Source: an optimization exercise on an open RTL-to-GDS flow (aim: small area). Production flows keep margins and buffers that such runs may drop. The RTL was checked by simulation tests, not by an equivalence proof against the original design. The flow treats the clock pin as an ideal source, which a real chip does not have. No activity file was given, so power comes from the tool's default toggle rates.

==> pepper <==
==> flow/design.v <==
module jtag_txn_seq #(
    parameter integer MAX_POLLS = 200
) (
    input  wire        clk,
    input  wire        rst,
    input  wire        req_valid,
    output wire        req_ready,
    input  wire [3:0]  req_cmd,
    input  wire [31:0] req_addr,
    input  wire [31:0] req_wdata,
    output wire        rsp_valid,
    input  wire        rsp_ready,
    output wire [2:0]  rsp_status,
    output wire [1:0]  rsp_kind,
    output wire [31:0] rsp_rdata,
    output wire [31:0] rsp_idcode,
    output wire        rsp_dev_found,
    output wire [7:0]  rsp_dev_desc,
    output wire [7:0]  rsp_tp_err,
    output wire        port_suspect,
    input  wire        port_resync,
    output wire [31:0] seq_status,
    output wire [31:0] dbg_poll_count,
    output wire        tp_cmd_valid,
    input  wire        tp_cmd_ready,
    output reg  [1:0]  tp_cmd_op,
    output reg  [5:0]  tp_cmd_width,
    output reg  [31:0] tp_cmd_bits,
    input  wire        tp_rsp_valid,
    input  wire        tp_rsp_ok,
    input  wire [31:0] tp_rsp_bits,
    input  wire [7:0]  tp_rsp_err,
    output wire [10:0] cat_mfg_id,
    output wire [15:0] cat_part_id,
    input  wire        cat_found,
    input  wire [7:0]  cat_desc
);
    localparam [3:0] IR_STATUS      = 4'h8;
    localparam [3:0] IR_TXN_COMMAND = 4'h9;
    localparam [3:0] IR_ADDRESS     = 4'hA;
    localparam [3:0] IR_DATA        = 4'hB;
    localparam [3:0] IR_IDCODE      = 4'hC;
    localparam integer STATUS_FL_BIT = 1;
    localparam integer STATUS_RD_BIT = 2;
    localparam [3:0] PH_IDLE        = 4'h0;
    localparam [3:0] PH_ID_SEL      = 4'h1;
    localparam [3:0] PH_ID_SHIFT    = 4'h2;
    localparam [3:0] PH_ADDR_SEL    = 4'h3;
    localparam [3:0] PH_ADDR_SHIFT  = 4'h4;
    localparam [3:0] PH_WDATA_SEL   = 4'h5;
    localparam [3:0] PH_WDATA_SHIFT = 4'h6;
    localparam [3:0] PH_CMD_SEL     = 4'h7;
    localparam [3:0] PH_CMD_SHIFT   = 4'h8;
    localparam [3:0] PH_STAT_SEL    = 4'h9;
    localparam [3:0] PH_STAT_POLL   = 4'hA;
    localparam [3:0] PH_RDATA_SEL   = 4'hB;
    localparam [3:0] PH_RDATA_SHIFT = 4'hC;
    localparam [3:0] PH_RESPOND     = 4'hD;
    localparam [3:0] PH_FAULT       = 4'hE;
    localparam [1:0] K_IDENTIFY = 2'b00;
    localparam [1:0] K_READ     = 2'b01;
    localparam [1:0] K_WRITE    = 2'b10;
    localparam [1:0] K_FAULT    = 2'b11;
    localparam [1:0] OP_WRITE_IR = 2'b00;
    localparam [1:0] OP_READ_DR  = 2'b01;
    localparam [1:0] OP_WRITE_DR = 2'b10;
    reg [3:0]  phase;
    reg        waiting;
    reg [1:0]  kind;
    reg [1:0]  space;
    reg        suspect;
    reg        polled;
    reg [31:0] a_q;
    reg [31:0] w_q;
    wire [1:0] req_op = req_cmd[1:0];
    wire [1:0] req_sp = req_cmd[3:2];
    wire       req_illegal = (req_op == 2'b11) || (req_op != 2'b00 && req_sp == 2'b11);
    wire idle    = (phase == PH_IDLE);
    wire accept  = idle && req_valid;
    wire in_tp   = (phase != PH_IDLE) && (phase < PH_RESPOND);
    wire answer  = in_tp && waiting && tp_rsp_valid;
    always @(*) begin
        tp_cmd_op    = OP_WRITE_IR;
        tp_cmd_width = 6'd4;
        tp_cmd_bits  = 32'h0;
        case (phase)
            PH_ID_SEL:      tp_cmd_bits = {28'h0, IR_IDCODE};
            PH_ID_SHIFT:    begin tp_cmd_op = OP_READ_DR;  tp_cmd_width = 6'd32; end
            PH_ADDR_SEL:    tp_cmd_bits = {28'h0, IR_ADDRESS};
            PH_ADDR_SHIFT:  begin tp_cmd_op = OP_WRITE_DR; tp_cmd_width = 6'd32; tp_cmd_bits = a_q; end
            PH_WDATA_SEL:   tp_cmd_bits = {28'h0, IR_DATA};
            PH_WDATA_SHIFT: begin tp_cmd_op = OP_WRITE_DR; tp_cmd_width = 6'd32; tp_cmd_bits = w_q; end
            PH_CMD_SEL:     tp_cmd_bits = {28'h0, IR_TXN_COMMAND};
            PH_CMD_SHIFT:   begin tp_cmd_op = OP_WRITE_DR; tp_cmd_bits = {29'h0, kind[0], space}; end
            PH_STAT_SEL:    tp_cmd_bits = {28'h0, IR_STATUS};
            PH_STAT_POLL:   tp_cmd_op = OP_READ_DR;
            PH_RDATA_SEL:   tp_cmd_bits = {28'h0, IR_DATA};
            PH_RDATA_SHIFT: begin tp_cmd_op = OP_READ_DR;  tp_cmd_width = 6'd32; end
            default: ;
        endcase
    end
    assign tp_cmd_valid = in_tp && !waiting;
    wire [3:0] poll_bits  = tp_rsp_bits[3:0];
    wire       poll_fail  = poll_bits[STATUS_FL_BIT];
    wire       poll_ready = poll_bits[STATUS_RD_BIT];
    wire [7:0] poll_cnt   = polled ? a_q[7:0] : 8'h0;
    wire [7:0] poll_next  = poll_cnt + 8'd1;
    wire       poll_limit = (poll_next == MAX_POLLS[7:0]);
    assign cat_mfg_id  = w_q[11:1];
    assign cat_part_id = w_q[27:12];
    always @(posedge clk) begin
        if (rst) begin
            phase   <= PH_IDLE;
            suspect <= 1'b1;
            polled  <= 1'b0;
        end else begin
            if (idle && port_resync)
                suspect <= 1'b0;
            if (accept) begin
                polled  <= 1'b0;
                waiting <= 1'b0;
                space   <= req_sp;
                if (req_illegal) begin
                    kind  <= K_FAULT;
                    phase <= PH_FAULT;
                end else begin
                    kind  <= req_op;
                    phase <= (req_op == K_IDENTIFY) ? PH_ID_SEL : PH_ADDR_SEL;
                end
            end
            if (phase == PH_RESPOND && rsp_ready)
                phase <= PH_IDLE;
            if (in_tp) begin
                if (!waiting) begin
                    if (tp_cmd_ready)
                        waiting <= 1'b1;
                end else if (tp_rsp_valid) begin
                    waiting <= !tp_rsp_ok;
                    if (!tp_rsp_ok) begin
                        suspect <= 1'b1;
                        phase   <= PH_RESPOND;
                    end else begin
                        case (phase)
                            PH_ID_SEL:      phase <= PH_ID_SHIFT;
                            PH_ID_SHIFT:    phase <= PH_RESPOND;
                            PH_ADDR_SEL:    phase <= PH_ADDR_SHIFT;
                            PH_ADDR_SHIFT:  phase <= kind[1] ? PH_WDATA_SEL : PH_CMD_SEL;
                            PH_WDATA_SEL:   phase <= PH_WDATA_SHIFT;
                            PH_WDATA_SHIFT: phase <= PH_CMD_SEL;
                            PH_CMD_SEL:     phase <= PH_CMD_SHIFT;
                            PH_CMD_SHIFT:   phase <= PH_STAT_SEL;
                            PH_STAT_SEL:    phase <= PH_STAT_POLL;
                            PH_STAT_POLL: begin
                                polled <= 1'b1;
                                if (poll_fail) begin
                                    phase <= PH_RESPOND;
                                end else if (poll_ready) begin
                                    phase <= kind[0] ? PH_RDATA_SEL : PH_RESPOND;
                                end else if (poll_limit) begin
                                    suspect <= 1'b1;
                                    phase   <= PH_RESPOND;
                                end
                            end
                            PH_RDATA_SEL:   phase <= PH_RDATA_SHIFT;
                            default:        phase <= PH_RESPOND;
                        endcase
                    end
                end
            end
        end
    end
    wire        a_load = accept;
    wire        a_poll = answer && tp_rsp_ok && (phase == PH_STAT_POLL);
    wire        a_hold = !a_load && !a_poll;
    always @(posedge clk) begin
        if (idle)
            a_q[31:12] <= req_addr[31:12];
        a_q[11:0] <= ({12{a_load}} & req_addr[11:0])
                   | ({12{a_poll}} & {poll_bits, poll_next})
                   | ({12{a_hold}} & a_q[11:0]);
    end
    wire        w_load = idle;
    wire        w_cap  = answer && (!kind[1] || !tp_rsp_ok);
    wire        w_ok   = w_cap && tp_rsp_ok;
    wire        w_err  = w_cap && !tp_rsp_ok;
    wire        w_hold = !w_load && !w_cap;
    always @(posedge clk) begin
        w_q[31:8] <= ({24{w_load}} & req_wdata[31:8])
                   | ({24{w_cap}}  & tp_rsp_bits[31:8])
                   | ({24{w_hold}} & w_q[31:8]);
        w_q[7:0]  <= ({8{w_load}} & req_wdata[7:0])
                   | ({8{w_ok}}   & tp_rsp_bits[7:0])
                   | ({8{w_err}}  & tp_rsp_err)
                   | ({8{w_hold}} & w_q[7:0]);
    end
    wire is_respond = (phase == PH_RESPOND);
    wire is_fault   = (phase == PH_FAULT);
    wire [3:0] last_status = polled ? a_q[11:8] : 4'h0;
    wire       tp_error = waiting;
    wire       lst_fl   = last_status[STATUS_FL_BIT];
    wire       lst_rd   = last_status[STATUS_RD_BIT];
    wire [2:0] status   = is_fault ? 3'd4 :
                          {1'b0, tp_error | (polled & !lst_fl & !lst_rd),
                                 !tp_error & polled & (lst_fl | !lst_rd)};
    assign req_ready      = idle;
    assign rsp_valid      = is_respond || is_fault;
    assign rsp_status     = status;
    assign rsp_kind       = kind;
    assign rsp_rdata      = w_q;
    assign rsp_idcode     = w_q;
    assign rsp_dev_found  = cat_found;
    assign rsp_dev_desc   = cat_desc;
    assign rsp_tp_err     = w_q[7:0];
    assign port_suspect   = suspect;
    assign dbg_poll_count = {24'h0, poll_cnt};
    wire id_ok = is_respond && (kind == K_IDENTIFY) && !tp_error;
    assign seq_status = {14'h0,
                         rsp_valid ? kind : 2'b00,
                         last_status,
                         phase,
                         id_ok & cat_found,
                         rsp_valid ? status : 3'b000,
                         is_fault,
                         suspect,
                         rsp_valid,
                         in_tp};
endmodule
==> flow/flow/run.sh <==
#!/bin/bash
# Standard layout with these changes:
#  * synthesis is the standard script, with an area-oriented ABC script
#    (flow/abc_area.script) in place of ORFS's abc_area.script;
#  * the port buffers are made from the smallest buffer cell, and constant
#    outputs share one tie cell;
#  * the clock tree has no dummy balancing loads, and lightly loaded leaf
#    buffers are downsized (flow/clkresize.tcl).
set -euo pipefail
export BUFFER_PORTS_ARGS="-buffer_cell sky130_fd_sc_hd__buf_1"
export SKIP_REPAIR_TIE_FANOUT=1
export CTS_ARGS="-sink_clustering_enable -repair_clock_nets -dont_use_dummy_load -buf_list sky130_fd_sc_hd__clkbuf_8"
rm -rf scripts_abc
cp -r "$FLOW_HOME/scripts" scripts_abc
cp flow/abc_area.script scripts_abc/abc_area.script
SCRIPTS_DIR="$PWD/scripts_abc" bash standard.sh synth > synth.log 2>&1
bash standard.sh cts > cts.log 2>&1
RESULTS="$PWD/orfs/results/sky130hd/jtag_txn_seq/base" SLEW_MAX=0.11 \
  openroad -no_init -exit flow/clkresize.tcl > clkresize.log 2>&1
bash standard.sh > standard.log 2>&1
==> flow/flow/abc_area.script <==
strash
&get -n
&deepsyn -J 100
&dch -f
&nf -a -R 1000
&put
topo
==> flow/flow/clkresize.tcl <==
set R $::env(RESULTS)
set P $::env(FLOW_HOME)/platforms/sky130hd
read_lef $P/lef/sky130_fd_sc_hd.tlef
read_lef $P/lef/sky130_fd_sc_hd_merged.lef
read_liberty $P/lib/sky130_fd_sc_hd__tt_025C_1v80.lib
read_db $R/4_cts.odb
read_sdc $R/4_cts.sdc
source $P/setRC.tcl
set_propagated_clock [all_clocks]
estimate_parasitics -placement
set slew_max $::env(SLEW_MAX)

proc clk_slew {} {
  set w 0
  foreach p [get_pins -hierarchical */CLK] {
    set s [get_property $p slew_max]
    if {$s > $w} { set w $s }
  }
  return $w
}

# leaves first (buffers that drive only flip-flop clock pins), then the rest
set leaves {}
set others {}
foreach inst [get_cells -filter "ref_name==sky130_fd_sc_hd__clkbuf_8"] {
  set net [get_nets -of_objects [get_pins -of_objects $inst -filter "direction==output"]]
  set leaf 1
  foreach p [get_pins -of_objects $net -filter "direction==input"] {
    if {![string match */CLK [get_full_name $p]]} { set leaf 0 }
  }
  if {$leaf} { lappend leaves $inst } else { lappend others $inst }
}
foreach inst [concat $leaves $others] {
  replace_cell $inst sky130_fd_sc_hd__clkbuf_4
  estimate_parasitics -placement
  set s [clk_slew]
  if {$s > $slew_max} {
    replace_cell $inst sky130_fd_sc_hd__clkbuf_8
    estimate_parasitics -placement
    puts "keep [get_full_name $inst] clkbuf_8 (worst clock slew [format %.3f $s] with clkbuf_4)"
  } else {
    puts "downsize [get_full_name $inst] to clkbuf_4 (worst clock slew [format %.3f $s])"
  }
}
puts "worst clock slew [format %.3f [clk_slew]]"
write_db $R/4_cts.odb
==> flow/standard.sh <==
#!/bin/bash
# synth_recipe.tcl (not shown) runs the flow's synth.tcl, then flattens the netlist and writes it again
# the make line also repeats each setting of config.mk as NAME=value (left out here)
make -C /OpenROAD-flow-scripts/flow DESIGN_CONFIG=/design/flow/config.mk WORK_HOME=/design/flow/orfs CLKGATE_MAP_FILE= SYNTH_SCRIPT=/design/flow/synth_recipe.tcl "${@:-finish}"
==> flow/config.mk <==
export PLATFORM = sky130hd
export DESIGN_NAME = jtag_txn_seq
export DESIGN_NICKNAME = jtag_txn_seq
export VERILOG_FILES = /design/flow/design.v
export SDC_FILE = /design/flow/constraint.sdc
export NUM_CORES = 4
export LEC_CHECK = 0
export ABC_AREA = 1
export CAP_MARGIN = 20
export CORE_MARGIN = 2
export CORE_UTILIZATION = 40
export CTS_BUF_LIST = sky130_fd_sc_hd__clkbuf_8
export PLACE_DENSITY = 0.6
export SLEW_MARGIN = 20
==> flow/constraint.sdc <==
create_clock -name core_clock -period 10.0 [get_ports {clk}]
set_input_delay 2.0000 -clock core_clock [delete_from_list [all_inputs] [get_ports {clk}]]
set_output_delay 2.0000 -clock core_clock [all_outputs]
set_load 0.01 [all_outputs]
==> fjord: changes against pepper <==
--- a/flow/design.v
+++ b/flow/design.v
@@ -70,5 +70,4 @@
     reg [1:0]  space;
     reg        suspect;
-    reg        polled;
     reg [31:0] a_q;
     reg [31:0] w_q;
@@ -104,6 +103,5 @@
     wire       poll_fail  = poll_bits[STATUS_FL_BIT];
     wire       poll_ready = poll_bits[STATUS_RD_BIT];
-    wire [7:0] poll_cnt   = polled ? a_q[7:0] : 8'h0;
-    wire [7:0] poll_next  = poll_cnt + 8'd1;
+    wire [7:0] poll_next  = a_q[7:0] + 8'd1;
     wire       poll_limit = (poll_next == MAX_POLLS[7:0]);
     assign cat_mfg_id  = w_q[11:1];
@@ -113,10 +111,8 @@
             phase   <= PH_IDLE;
             suspect <= 1'b1;
-            polled  <= 1'b0;
         end else begin
             if (idle && port_resync)
                 suspect <= 1'b0;
             if (accept) begin
-                polled  <= 1'b0;
                 waiting <= 1'b0;
                 space   <= req_sp;
@@ -152,5 +148,4 @@
                             PH_STAT_SEL:    phase <= PH_STAT_POLL;
                             PH_STAT_POLL: begin
-                                polled <= 1'b1;
                                 if (poll_fail) begin
                                     phase <= PH_RESPOND;
@@ -170,7 +165,10 @@
         end
     end
-    wire        a_load = accept;
-    wire        a_poll = answer && tp_rsp_ok && (phase == PH_STAT_POLL);
-    wire        a_hold = !a_load && !a_poll;
+    wire        rw_req = !req_illegal && (req_op != K_IDENTIFY);
+    wire        a_load = !rst && accept && rw_req;
+    wire        a_poll = !rst && answer && tp_rsp_ok && (phase == PH_STAT_POLL);
+    wire        a_clr  = rst || (accept && !rw_req) ||
+                         (answer && (phase == PH_ADDR_SHIFT || (phase == PH_ADDR_SEL && !tp_rsp_ok)));
+    wire        a_hold = !a_load && !a_poll && !a_clr && !accept;
     always @(posedge clk) begin
         if (idle)
@@ -196,11 +194,13 @@
     wire is_respond = (phase == PH_RESPOND);
     wire is_fault   = (phase == PH_FAULT);
-    wire [3:0] last_status = polled ? a_q[11:8] : 4'h0;
+    wire       show_polls  = !(phase == PH_ADDR_SEL || phase == PH_ADDR_SHIFT);
+    wire [3:0] last_status = show_polls ? a_q[11:8] : 4'h0;
+    wire       rw_kind     = kind[1] | kind[0];
     wire       tp_error = waiting;
     wire       lst_fl   = last_status[STATUS_FL_BIT];
     wire       lst_rd   = last_status[STATUS_RD_BIT];
     wire [2:0] status   = is_fault ? 3'd4 :
-                          {1'b0, tp_error | (polled & !lst_fl & !lst_rd),
-                                 !tp_error & polled & (lst_fl | !lst_rd)};
+                          {1'b0, tp_error | (rw_kind & !lst_fl & !lst_rd),
+                                 !tp_error & rw_kind & (lst_fl | !lst_rd)};
     assign req_ready      = idle;
     assign rsp_valid      = is_respond || is_fault;
@@ -213,5 +213,5 @@
     assign rsp_tp_err     = w_q[7:0];
     assign port_suspect   = suspect;
-    assign dbg_poll_count = {24'h0, poll_cnt};
+    assign dbg_poll_count = {24'h0, show_polls ? a_q[7:0] : 8'h0};
     wire id_ok = is_respond && (kind == K_IDENTIFY) && !tp_error;
     assign seq_status = {14'h0,
--- a/flow/flow/run.sh
+++ b/flow/flow/run.sh
@@ -1,5 +1,6 @@
 #!/bin/bash
 # Standard layout with these changes:
-#  * synthesis is the standard script, with an area-oriented ABC script
+#  * synthesis is the standard script without the fixed adder cells, with
+#    an area-oriented ABC script
 #    (flow/abc_area.script) in place of ORFS's abc_area.script;
 #  * the port buffers are made from the smallest buffer cell, and constant
@@ -14,7 +15,8 @@
 cp -r "$FLOW_HOME/scripts" scripts_abc
 cp flow/abc_area.script scripts_abc/abc_area.script
-SCRIPTS_DIR="$PWD/scripts_abc" bash standard.sh synth > synth.log 2>&1
+# no fixed adder cells: ABC maps the adders with the rest of the logic
+ADDER_MAP_FILE= SCRIPTS_DIR="$PWD/scripts_abc" bash standard.sh synth > synth.log 2>&1
 bash standard.sh cts > cts.log 2>&1
-RESULTS="$PWD/orfs/results/sky130hd/jtag_txn_seq/base" SLEW_MAX=0.11 \
+RESULTS="$PWD/orfs/results/sky130hd/jtag_txn_seq/base" SLEW_MAX=0.115 \
   openroad -no_init -exit flow/clkresize.tcl > clkresize.log 2>&1
 bash standard.sh > standard.log 2>&1
--- a/flow/config.mk
+++ b/flow/config.mk
@@ -11,4 +11,4 @@
 export CORE_UTILIZATION = 40
 export CTS_BUF_LIST = sky130_fd_sc_hd__clkbuf_8
-export PLACE_DENSITY = 0.6
+export PLACE_DENSITY = 0.8
 export SLEW_MARGIN = 20
==> yarrow: changes against pepper <==
--- a/flow/design.v
+++ b/flow/design.v
@@ -142,13 +142,6 @@
                     end else begin
                         case (phase)
-                            PH_ID_SEL:      phase <= PH_ID_SHIFT;
                             PH_ID_SHIFT:    phase <= PH_RESPOND;
-                            PH_ADDR_SEL:    phase <= PH_ADDR_SHIFT;
-                            PH_ADDR_SHIFT:  phase <= kind[1] ? PH_WDATA_SEL : PH_CMD_SEL;
-                            PH_WDATA_SEL:   phase <= PH_WDATA_SHIFT;
-                            PH_WDATA_SHIFT: phase <= PH_CMD_SEL;
-                            PH_CMD_SEL:     phase <= PH_CMD_SHIFT;
-                            PH_CMD_SHIFT:   phase <= PH_STAT_SEL;
-                            PH_STAT_SEL:    phase <= PH_STAT_POLL;
+                            PH_ADDR_SHIFT:  phase <= (kind == K_WRITE) ? PH_WDATA_SEL : PH_CMD_SEL;
                             PH_STAT_POLL: begin
                                 polled <= 1'b1;
@@ -156,5 +149,5 @@
                                     phase <= PH_RESPOND;
                                 end else if (poll_ready) begin
-                                    phase <= kind[0] ? PH_RDATA_SEL : PH_RESPOND;
+                                    phase <= (kind == K_READ) ? PH_RDATA_SEL : PH_RESPOND;
                                 end else if (poll_limit) begin
                                     suspect <= 1'b1;
@@ -162,6 +155,6 @@
                                 end
                             end
-                            PH_RDATA_SEL:   phase <= PH_RDATA_SHIFT;
-                            default:        phase <= PH_RESPOND;
+                            PH_RDATA_SHIFT: phase <= PH_RESPOND;
+                            default:        phase <= phase + 4'd1;
                         endcase
                     end
@@ -181,5 +174,5 @@
     end
     wire        w_load = idle;
-    wire        w_cap  = answer && (!kind[1] || !tp_rsp_ok);
+    wire        w_cap  = answer && (phase == PH_ID_SHIFT || phase == PH_RDATA_SHIFT || !tp_rsp_ok);
     wire        w_ok   = w_cap && tp_rsp_ok;
     wire        w_err  = w_cap && !tp_rsp_ok;
==> flow/flow/run.sh (replaced) <==
#!/bin/bash
# Standard layout, with the port buffers made from the smallest buffer cell.
set -euo pipefail
export BUFFER_PORTS_ARGS="-buffer_cell sky130_fd_sc_hd__buf_1"
export SKIP_REPAIR_TIE_FANOUT=1
bash standard.sh > standard.log 2>&1
--- a/flow/config.mk
+++ b/flow/config.mk
@@ -7,8 +7,8 @@
 export LEC_CHECK = 0
 export ABC_AREA = 1
-export CAP_MARGIN = 20
+export CAP_MARGIN = 0
 export CORE_MARGIN = 2
 export CORE_UTILIZATION = 40
 export CTS_BUF_LIST = sky130_fd_sc_hd__clkbuf_8
 export PLACE_DENSITY = 0.6
-export SLEW_MARGIN = 20
+export SLEW_MARGIN = 0
removed: flow/flow/abc_area.script
removed: flow/flow/clkresize.tcl
==> willow: changes against pepper <==
--- a/flow/design.v
+++ b/flow/design.v
@@ -70,5 +70,4 @@
     reg [1:0]  space;
     reg        suspect;
-    reg        polled;
     reg [31:0] a_q;
     reg [31:0] w_q;
@@ -104,6 +103,5 @@
     wire       poll_fail  = poll_bits[STATUS_FL_BIT];
     wire       poll_ready = poll_bits[STATUS_RD_BIT];
-    wire [7:0] poll_cnt   = polled ? a_q[7:0] : 8'h0;
-    wire [7:0] poll_next  = poll_cnt + 8'd1;
+    wire [7:0] poll_next  = a_q[7:0] + 8'd1;
     wire       poll_limit = (poll_next == MAX_POLLS[7:0]);
     assign cat_mfg_id  = w_q[11:1];
@@ -113,10 +111,8 @@
             phase   <= PH_IDLE;
             suspect <= 1'b1;
-            polled  <= 1'b0;
         end else begin
             if (idle && port_resync)
                 suspect <= 1'b0;
             if (accept) begin
-                polled  <= 1'b0;
                 waiting <= 1'b0;
                 space   <= req_sp;
@@ -152,5 +148,4 @@
                             PH_STAT_SEL:    phase <= PH_STAT_POLL;
                             PH_STAT_POLL: begin
-                                polled <= 1'b1;
                                 if (poll_fail) begin
                                     phase <= PH_RESPOND;
@@ -170,9 +165,12 @@
         end
     end
-    wire        a_load = accept;
-    wire        a_poll = answer && tp_rsp_ok && (phase == PH_STAT_POLL);
-    wire        a_hold = !a_load && !a_poll;
+    wire        rw_req = !req_illegal && (req_op != K_IDENTIFY);
+    wire        a_load = !rst && accept && rw_req;
+    wire        a_poll = !rst && answer && tp_rsp_ok && (phase == PH_STAT_POLL);
+    wire        a_clr  = rst || (accept && !rw_req) ||
+                         (answer && (phase == PH_ADDR_SHIFT || (phase == PH_ADDR_SEL && !tp_rsp_ok)));
+    wire        a_hold = !a_load && !a_poll && !a_clr && !accept;
     always @(posedge clk) begin
-        if (idle)
+        if (accept)
             a_q[31:12] <= req_addr[31:12];
         a_q[11:0] <= ({12{a_load}} & req_addr[11:0])
@@ -180,5 +178,5 @@
                    | ({12{a_hold}} & a_q[11:0]);
     end
-    wire        w_load = idle;
+    wire        w_load = accept;
     wire        w_cap  = answer && (!kind[1] || !tp_rsp_ok);
     wire        w_ok   = w_cap && tp_rsp_ok;
@@ -196,11 +194,13 @@
     wire is_respond = (phase == PH_RESPOND);
     wire is_fault   = (phase == PH_FAULT);
-    wire [3:0] last_status = polled ? a_q[11:8] : 4'h0;
+    wire       show_polls  = !(phase == PH_ADDR_SEL || phase == PH_ADDR_SHIFT);
+    wire [3:0] last_status = show_polls ? a_q[11:8] : 4'h0;
+    wire       rw_kind     = kind[1] | kind[0];
     wire       tp_error = waiting;
     wire       lst_fl   = last_status[STATUS_FL_BIT];
     wire       lst_rd   = last_status[STATUS_RD_BIT];
     wire [2:0] status   = is_fault ? 3'd4 :
-                          {1'b0, tp_error | (polled & !lst_fl & !lst_rd),
-                                 !tp_error & polled & (lst_fl | !lst_rd)};
+                          {1'b0, tp_error | (rw_kind & !lst_fl & !lst_rd),
+                                 !tp_error & rw_kind & (lst_fl | !lst_rd)};
     assign req_ready      = idle;
     assign rsp_valid      = is_respond || is_fault;
@@ -213,5 +213,5 @@
     assign rsp_tp_err     = w_q[7:0];
     assign port_suspect   = suspect;
-    assign dbg_poll_count = {24'h0, poll_cnt};
+    assign dbg_poll_count = {24'h0, show_polls ? a_q[7:0] : 8'h0};
     wire id_ok = is_respond && (kind == K_IDENTIFY) && !tp_error;
     assign seq_status = {14'h0,
--- a/flow/flow/run.sh
+++ b/flow/flow/run.sh
@@ -1,5 +1,6 @@
 #!/bin/bash
 # Standard layout with these changes:
-#  * synthesis is the standard script, with an area-oriented ABC script
+#  * synthesis is the standard script without the fixed adder cells, with
+#    an area-oriented ABC script
 #    (flow/abc_area.script) in place of ORFS's abc_area.script;
 #  * the port buffers are made from the smallest buffer cell, and constant
@@ -14,7 +15,8 @@
 cp -r "$FLOW_HOME/scripts" scripts_abc
 cp flow/abc_area.script scripts_abc/abc_area.script
-SCRIPTS_DIR="$PWD/scripts_abc" bash standard.sh synth > synth.log 2>&1
+# no fixed adder cells: ABC maps the adders with the rest of the logic
+ADDER_MAP_FILE= SCRIPTS_DIR="$PWD/scripts_abc" bash standard.sh synth > synth.log 2>&1
 bash standard.sh cts > cts.log 2>&1
-RESULTS="$PWD/orfs/results/sky130hd/jtag_txn_seq/base" SLEW_MAX=0.11 \
+RESULTS="$PWD/orfs/results/sky130hd/jtag_txn_seq/base" SLEW_MAX=0.115 \
   openroad -no_init -exit flow/clkresize.tcl > clkresize.log 2>&1
 bash standard.sh > standard.log 2>&1
==> flow/flow/abc_area.script (replaced) <==
strash
&get -n
&deepsyn -J 100
&dch -f
&nf -a -R 1000
&put
strash
&get -n
&deepsyn -J 100
&dch -f
&nf -a -R 1000
&put
strash
&get -n
&deepsyn -J 100
&dch -f
&nf -a -R 1000
&put
topo
--- a/flow/config.mk
+++ b/flow/config.mk
@@ -7,8 +7,8 @@
 export LEC_CHECK = 0
 export ABC_AREA = 1
-export CAP_MARGIN = 20
+export CAP_MARGIN = 0
 export CORE_MARGIN = 2
 export CORE_UTILIZATION = 40
 export CTS_BUF_LIST = sky130_fd_sc_hd__clkbuf_8
 export PLACE_DENSITY = 0.6
-export SLEW_MARGIN = 20
+export SLEW_MARGIN = 0
==> comparison <==
The lowest sequential share of layout area belongs to yarrow, the highest to willow. Against pepper, the design area of fjord is lower by 0.93%. In die area, willow and fjord hardly differ. Clock skew: yarrow is lower than fjord (0.011 ns). The lowest core utilization belongs to yarrow, the highest to fjord. Fmax: pepper > yarrow > fjord > willow. First-iteration DRC count: fjord > willow > pepper > yarrow. In willow the global-route usage is higher than in pepper, by 1.2 points. The highest combinational power belongs to yarrow, the lowest to willow.

## static timing again, ports no longer ideal
The flow's constraints put no driver on any port. The routed layouts listed below were extracted and timed again, unchanged, in two steps.
Step 1 sets driving cells, clkbuf_16 on the clock port and buf_2 on the other inputs (assumed; they add their load-dependent delay and slew).
Step 2 also shifts input and output timing later by t, the mid clock arrival at the registers, as if the neighbouring blocks saw the same clock.
Three values: no drivers, after step 1, after step 2; two values: the first two.
run	shift t [ns]	slack for setup (ns)	worst setup path after step 2
pepper	0.433	5.554 / 5.532 / 5.532	input to output
fjord	0.417	4.826 / 4.792 / 5.210	register to output
yarrow	0.398	5.409 / 5.376 / 5.482	input to output
willow	0.440	4.579 / 4.547 / 4.986	register to output
After both steps setup and hold are still met in every run listed. For pepper, which loses most, drivers alone change the setup slack by -0.022 ns; drivers and shift together by -0.022 ns.
